Background: an optimization exercise with open tools, aiming at small area. Do not read the settings as production practice. At most, simulation tests tie the RTL to the original design; equivalence was not proved. The clock port is modelled as an ideal driver, which makes a skipped or thinned clock tree look cheaper than it is; a real chip needs a root buffer or a tree. Power is estimated from default activity; no workload was simulated.

== run C ==
==> module ri_codec, before the edit <==
module ri_codec (
    input  wire        clk,
    input  wire        rst_n,
    input  wire        tick,          
    input  wire        edge_valid,    
    input  wire        edge_rising,   
    input  wire        uart_valid,    
    input  wire [7:0]  uart_data,
    output wire        ri_out,        
    output wire        input_en,      
    output wire        frame_active,  
    output wire        rx_valid,      
    output wire [11:0] rx_cmd,
    output wire        tx_valid,      
    output wire [15:0] tx_cmd
);
    reg  [15:0] pt;        
    reg  [3:0]  tk;        
    reg  [11:0] bbuf;      
    reg         fip;       
    reg  [2:0]  len;       
    reg         bad;       
    reg         lastx;     
    reg  [15:0] val;       
    reg         act;       
    reg         pin;       
    reg  [3:0]  ph;        
    reg  [1:0]  q;         
    wire       ph_hdr = (ph == 4'd0);
    wire       ph_trl = (ph == 4'd13);
    wire       bitv   = ph[1] ? (ph[0] ? val[13] : val[14])
                              : (ph[0] ? val[15] : val[12]);
    wire       c100 = pt[6] & pt[5] & pt[2];
    wire       c200 = pt[7] & pt[6] & pt[3];
    wire       c300 = pt[8] & pt[5] & pt[3] & pt[2];
    wire       c400 = pt[8] & pt[7] & pt[4];
    wire       hit  = act & (pin ? (ph_hdr ? c300 : c100)
                                 : (ph_hdr ? c400 : ((bitv & !ph_trl) ? c300 : c200)));
    wire       go_low      = hit & pin;
    wire       phase_end   = hit & !pin;
    wire       phase_start = phase_end & !ph_trl;
    wire       done        = phase_end & ph_trl;
    wire ev_frame = (q == 2'b01);
    wire ev_bit   = q[1];
    wire ev_uart  = len[2] & len[1];
    wire tx_start = ev_uart & !bad & !lastx;
    wire tk12     = (tk == 4'd12);
    wire tk13     = (tk == 4'd13);
    wire act_mid   = tx_start | (act & !done);
    wire armed_mid = act ? done : !tx_start;
    wire zero_pt   = tx_start | phase_start | done;
    wire [2:0] len_mid = ev_uart ? 3'd0 : len;
    wire       pt_lo = ~|pt[15:9];
    wire [8:0] x     = pt[8:0];
    wire       hdr   = pt_lo & (x >= 9'd251) & (x <= 9'd349);
    wire       bitw  = pt_lo & (x >= 9'd51) & (x <= 9'd249) & (x != 9'd150);
    wire       one   = x[7] & (x[6:0] >= 7'd23);
    wire edge_taken = edge_valid & !act_mid;
    wire edge_put   = edge_valid & !act & !tx_start & (edge_rising ? hdr : bitw);
    wire uart_taken = uart_valid & armed_mid;
    wire       is_x   = (uart_data == 8'h78);
    wire       is_dig = (uart_data[7:4] == 4'h3) & (uart_data[3:0] <= 4'd9);
    wire       is_let = (uart_data[7:6] == 2'b01) & (uart_data[4:3] == 2'b00) &
                        (uart_data[2:0] != 3'd0) & (uart_data[2:0] != 3'd7);
    wire [3:0] nib    = uart_data[6] ? {1'b0, uart_data[2:0]} + 4'd9 : uart_data[3:0];
    wire       rot    = phase_start & (ph[1:0] == 2'b00);
    wire        pt_clr = !rst_n | zero_pt | edge_taken;
    wire [15:0] pt_g   = pt & {16{!pt_clr}};
    wire [16:0] pt_c;
    assign pt_c[0] = tick & rst_n;
    genvar gi;
    generate
        for (gi = 0; gi < 16; gi = gi + 1) begin : g_pt
            assign pt_c[gi + 1] = pt_g[gi] & pt_c[gi];
        end
    endgenerate
    always @(posedge clk)
        pt <= pt_g ^ pt_c[15:0];
    always @(posedge clk) begin
        if (!rst_n) begin
            tk    <= 4'd0;
            fip   <= 1'b0;
            len   <= 3'd0;
            act   <= 1'b0;
            pin   <= 1'b0;
            q     <= 2'b00;
        end else begin
            act <= act_mid;
            if (tx_start) begin
                pin <= 1'b1;
            end else if (go_low) begin
                pin <= 1'b0;
            end else if (phase_start) begin
                pin <= 1'b1;
            end
            if (ev_frame) begin
                tk  <= 4'd0;
                fip <= 1'b1;
            end else if (ev_bit) begin
                if (tk12) begin
                    tk  <= 4'd13;
                    fip <= 1'b0;
                end else begin
                    tk  <= tk + 4'd1;
                end
            end else if (tk13) begin
                tk <= 4'd0;
            end
            q <= edge_put ? (edge_rising ? 2'b01 : {1'b1, one}) : 2'b00;
            len <= uart_taken ? len_mid + 3'd1 : len_mid;
        end
    end
    always @(posedge clk) begin
        if (tx_start)
            ph <= 4'd15;
        else if (phase_start || ph == 4'd15)
            ph <= ph + 4'd1;
        if (ev_bit)
            bbuf <= {bbuf[10:0], q[0]};
        if (uart_taken) begin
            lastx <= is_x;
            bad   <= !is_x & (!(is_dig | is_let) | (bad & (len_mid != 3'd0)));
        end
        if (rot)
            val <= {val[11:0], val[15:12]};
        else if (uart_taken)
            val <= is_x ? 16'd0 : {val[11:0], nib};
    end
    assign ri_out       = pin;
    assign input_en     = !act;
    assign frame_active = fip;
    assign rx_valid     = tk13;
    assign rx_cmd       = bbuf;
    assign tx_valid     = act & (ph == 4'd15);
    assign tx_cmd       = val;
endmodule
==> flow/config.mk <==
export PLATFORM = sky130hd
export DESIGN_NAME = ri_codec
export DESIGN_NICKNAME = ri_codec
export VERILOG_FILES = /design/flow/design.v
export SDC_FILE = /design/flow/constraint.sdc
export NUM_CORES = 4
export LEC_CHECK = 0
export CAP_MARGIN = 20
export CORE_MARGIN = 2
export CORE_UTILIZATION = 70
export PLACE_DENSITY = 0.8
export SLEW_MARGIN = 20
==> flow/constraint.sdc <==
create_clock -name core_clock -period 10.0 [get_ports {clk}]
set_input_delay 2.0000 -clock core_clock [delete_from_list [all_inputs] [get_ports {clk}]]
set_output_delay 2.0000 -clock core_clock [all_outputs]
set_load 0.01 [all_outputs]
standard.sh (not shown) runs the stock make flow with config.mk's settings and CLKGATE_MAP_FILE= SYNTH_SCRIPT=/design/flow/synth_recipe.tcl, a recipe that flattens the netlist after the stock synthesis.
==> flow/flow/run.sh <==
#!/bin/bash
# The standard layout (the standard.sh) with these changes:
#  - synthesis uses flow/synth.tcl: the standard synthesis script with an
#    area-oriented ABC script (flow/area.abc) for the logic mapping;
#  - the port buffers are the smallest buffer, buf_1, instead of the default;
#  - the clock tree is built by flow/manual_cts.tcl (a PRE_CTS_TCL hook): the
#    clock port drives 4 clkbuf_8, each driving one cluster of registers.
# Tool output goes to synth.log and standard.log here and to ORFS's logs.
set -euo pipefail
here=$(pwd)
export BUFFER_PORTS_ARGS="-buffer_cell sky130_fd_sc_hd__buf_1"
export PRE_CTS_TCL="$here/flow/manual_cts.tcl"
export MANUAL_CTS_CELL=sky130_fd_sc_hd__clkbuf_8
export MANUAL_CTS_COUNT=4
export MY_ABC_SCRIPT="$here/flow/area.abc"
sed "s#SYNTH_SCRIPT=[^ ]*#SYNTH_SCRIPT=$here/flow/synth.tcl#" standard.sh > own_synth.sh
grep -q "SYNTH_SCRIPT=$here/flow/synth.tcl" own_synth.sh
bash own_synth.sh synth > synth.log 2>&1
bash standard.sh > standard.log 2>&1
Other scripts of this flow, unchanged in this note and not shown: flow/flow/area.abc, flow/flow/manual_cts.tcl, flow/flow/synth.tcl
diff inputs: run C => run E
==> flow/design.v <==
module ri_codec (
    input  wire        clk,
    input  wire        rst_n,
    input  wire        tick,          
    input  wire        edge_valid,    
    input  wire        edge_rising,   
    input  wire        uart_valid,    
    input  wire [7:0]  uart_data,
    output wire        ri_out,        
    output wire        input_en,      
    output wire        frame_active,  
    output wire        rx_valid,      
    output wire [11:0] rx_cmd,
    output wire        tx_valid,      
    output wire [15:0] tx_cmd
);
    reg  [15:0] pt;        
    reg  [3:0]  tk;        
    reg  [11:0] bbuf;      
    reg         fip;       
    reg  [2:0]  len;       
    reg         bad;       
    reg  [15:0] val;       
    reg         act;       
    reg         pin;       
    reg  [3:0]  ph;        
    wire       ph_hdr = (ph == 4'd0);
    wire       ph_trl = (ph == 4'd13);
    wire       bitv   = ph[1] ? (ph[0] ? val[13] : val[14])
                              : (ph[0] ? val[15] : val[12]);
    wire       c100 = pt[6] & pt[5] & pt[2];
    wire       c200 = pt[7] & pt[6] & pt[3];
    wire       c300 = pt[8] & pt[5] & pt[3] & pt[2];
    wire       c400 = pt[8] & pt[7] & pt[4];
    wire       hit  = act & (pin ? (ph_hdr ? c300 : c100)
                                 : (ph_hdr ? c400 : ((bitv & !ph_trl) ? c300 : c200)));
    wire       go_low      = hit & pin;
    wire       phase_end   = hit & !pin;
    wire       phase_start = phase_end & !ph_trl;
    wire       done        = phase_end & ph_trl;
    wire ev_uart  = len[2] & len[1];
    wire tx_start = ev_uart & !bad;
    wire tk12     = (tk == 4'd12);
    wire tk13     = (tk == 4'd13);
    wire tk14     = (tk == 4'd14);
    wire tk15     = (tk == 4'd15);
    wire act_mid   = tx_start | (act & !done);
    wire armed_mid = act ? done : !tx_start;
    wire zero_pt   = tx_start | phase_start | done;
    wire [2:0] len_mid = ev_uart ? 3'd0 : len;
    wire       pt_lo = ~|pt[15:9];
    wire [8:0] x     = pt[8:0];
    wire       hdr   = pt_lo & (x >= 9'd251) & (x <= 9'd349);
    wire       bitw  = pt_lo & (x >= 9'd51) & (x <= 9'd249) & (x != 9'd150);
    wire       one   = x[7] & (x[6:0] >= 7'd23);
    wire edge_taken = edge_valid & !act_mid;
    wire edge_put   = edge_valid & !act & !tx_start & (edge_rising ? hdr : bitw);
    wire put_bit    = edge_put & !edge_rising;
    wire put_frame  = edge_put & edge_rising;
    wire uart_taken = uart_valid & armed_mid;
    wire       is_x   = (uart_data == 8'h78);
    wire       is_dig = (uart_data[7:4] == 4'h3) & (uart_data[3:0] <= 4'd9);
    wire       is_let = (uart_data[7:6] == 2'b01) & (uart_data[4:3] == 2'b00) &
                        (uart_data[2:0] != 3'd0) & (uart_data[2:0] != 3'd7);
    wire [3:0] nib    = uart_data[6] ? {1'b0, uart_data[2:0]} + 4'd9 : uart_data[3:0];
    wire       rot    = phase_start & (ph[1:0] == 2'b00);
    wire        pt_clr = !rst_n | zero_pt | edge_taken;
    wire [15:0] pt_g   = pt & {16{!pt_clr}};
    wire [16:0] pt_c;
    assign pt_c[0] = tick & rst_n;
    genvar gi;
    generate
        for (gi = 0; gi < 16; gi = gi + 1) begin : g_pt
            assign pt_c[gi + 1] = pt_g[gi] & pt_c[gi];
        end
    endgenerate
    always @(posedge clk)
        pt <= pt_g ^ pt_c[15:0];
    always @(posedge clk) begin
        if (!rst_n) begin
            tk    <= 4'd0;
            fip   <= 1'b0;
            len   <= 3'd0;
            act   <= 1'b0;
            pin   <= 1'b0;
        end else begin
            act <= act_mid;
            if (tx_start) begin
                pin <= 1'b1;
            end else if (go_low) begin
                pin <= 1'b0;
            end else if (phase_start) begin
                pin <= 1'b1;
            end
            if (put_frame) begin
                tk  <= 4'd15;
            end else if (put_bit) begin
                tk  <= tk12 ? 4'd14 : tk + 4'd1;
            end else if (tk15) begin
                tk  <= 4'd0;
                fip <= 1'b1;
            end else if (tk14) begin
                tk  <= 4'd13;
                fip <= 1'b0;
            end else if (tk13) begin
                tk  <= 4'd0;
            end
            len <= uart_taken ? len_mid + 3'd1 : len_mid;
        end
    end
    always @(posedge clk) begin
        if (tx_start)
            ph <= 4'd15;
        else if (phase_start || ph == 4'd15)
            ph <= ph + 4'd1;
        if (put_bit)
            bbuf <= {bbuf[10:0], one};
        if (uart_taken) begin
            bad   <= (len_mid == 3'd5) ? is_x | !(is_dig | is_let) | bad
                                       : !is_x & (!(is_dig | is_let) | (bad & (len_mid != 3'd0)));
        end
        if (rot)
            val <= {val[11:0], val[15:12]};
        else if (uart_taken)
            val <= is_x ? 16'd0 : {val[11:0], nib};
    end
    assign ri_out       = pin;
    assign input_en     = !act;
    assign frame_active = fip;
    assign rx_valid     = tk13;
    assign rx_cmd       = bbuf;
    assign tx_valid     = act & (ph == 4'd15);
    assign tx_cmd       = val;
endmodule
--- outcome ---
Compared to run C, run E reaches a lower achievable clock.
[compare] base=run C new=run E: power -3.4%, unique cell type count in the Yosys netlist decreased by 13% relative to the old numbers, sequential share of power now sits lower.
What run C reported for wire length of the first global-routing pass has to be multiplied by 0.893 to get the figure for run E.
Looking only at data arrival time at the worst-slack endpoint, and setting everything else aside, the lower value of run C and run E goes to run C.
Run E ends up with a internal power that is 3.7% lower than in run C.
For area overhead of the layout relative to synthesis, run C and run E come out practically identical.
Run E: all stages complete, timing, DRC and antenna checks passed
Run C finished all stages; the layout is clean.
Re combinational group share of total power: run C and run E aren't equal, and the higher value belongs to run E.
For the worst setup slack, run E came in 0.20 ns lower than run C did.
Post-synthesis register bit count in run E is 3 lower than in run C
Final non-filler cell area essentially unchanged between run E and run C.
Function not checked in run E: the RTL went through the layout flow alone. In every run of this note, the design's own scripts or RTL, not TritonCTS, make the clock network.

-- static timing again, ports no longer ideal --
The flow's constraints put no driver on any port. The routed layouts listed below were extracted and timed again, unchanged, in two steps. Step 1 (the two cells are an assumption about what drives the block):
set clk [get_ports {clk}]
set_driving_cell -lib_cell sky130_fd_sc_hd__clkbuf_16 $clk
set_driving_cell -lib_cell sky130_fd_sc_hd__buf_2 [delete_from_list [all_inputs] $clk]
Step 2 adds t to the input delays and takes it off the output delays; t is the mean of the earliest and latest rising clock arrival at the registers after step 1. Input paths then give back, and output paths get back, about the clock's delay inside the block. Three values: ideal ports, drivers, drivers and shift; two values: the first two.
run | t, ns | setup slack, ns | hold WS [ns]
run C | 0.210 | 4.704 / 4.738 / 4.528 | 0.433 / 0.433 / 0.433
run E | 0.207 | 4.507 / 4.542 / 4.335 | 0.448 / 0.448 / 0.448
After both steps setup and hold are still met in every run listed. The setup slack of run C, which loses most, moves by +0.034 ns with the drivers and by -0.176 ns with both steps.
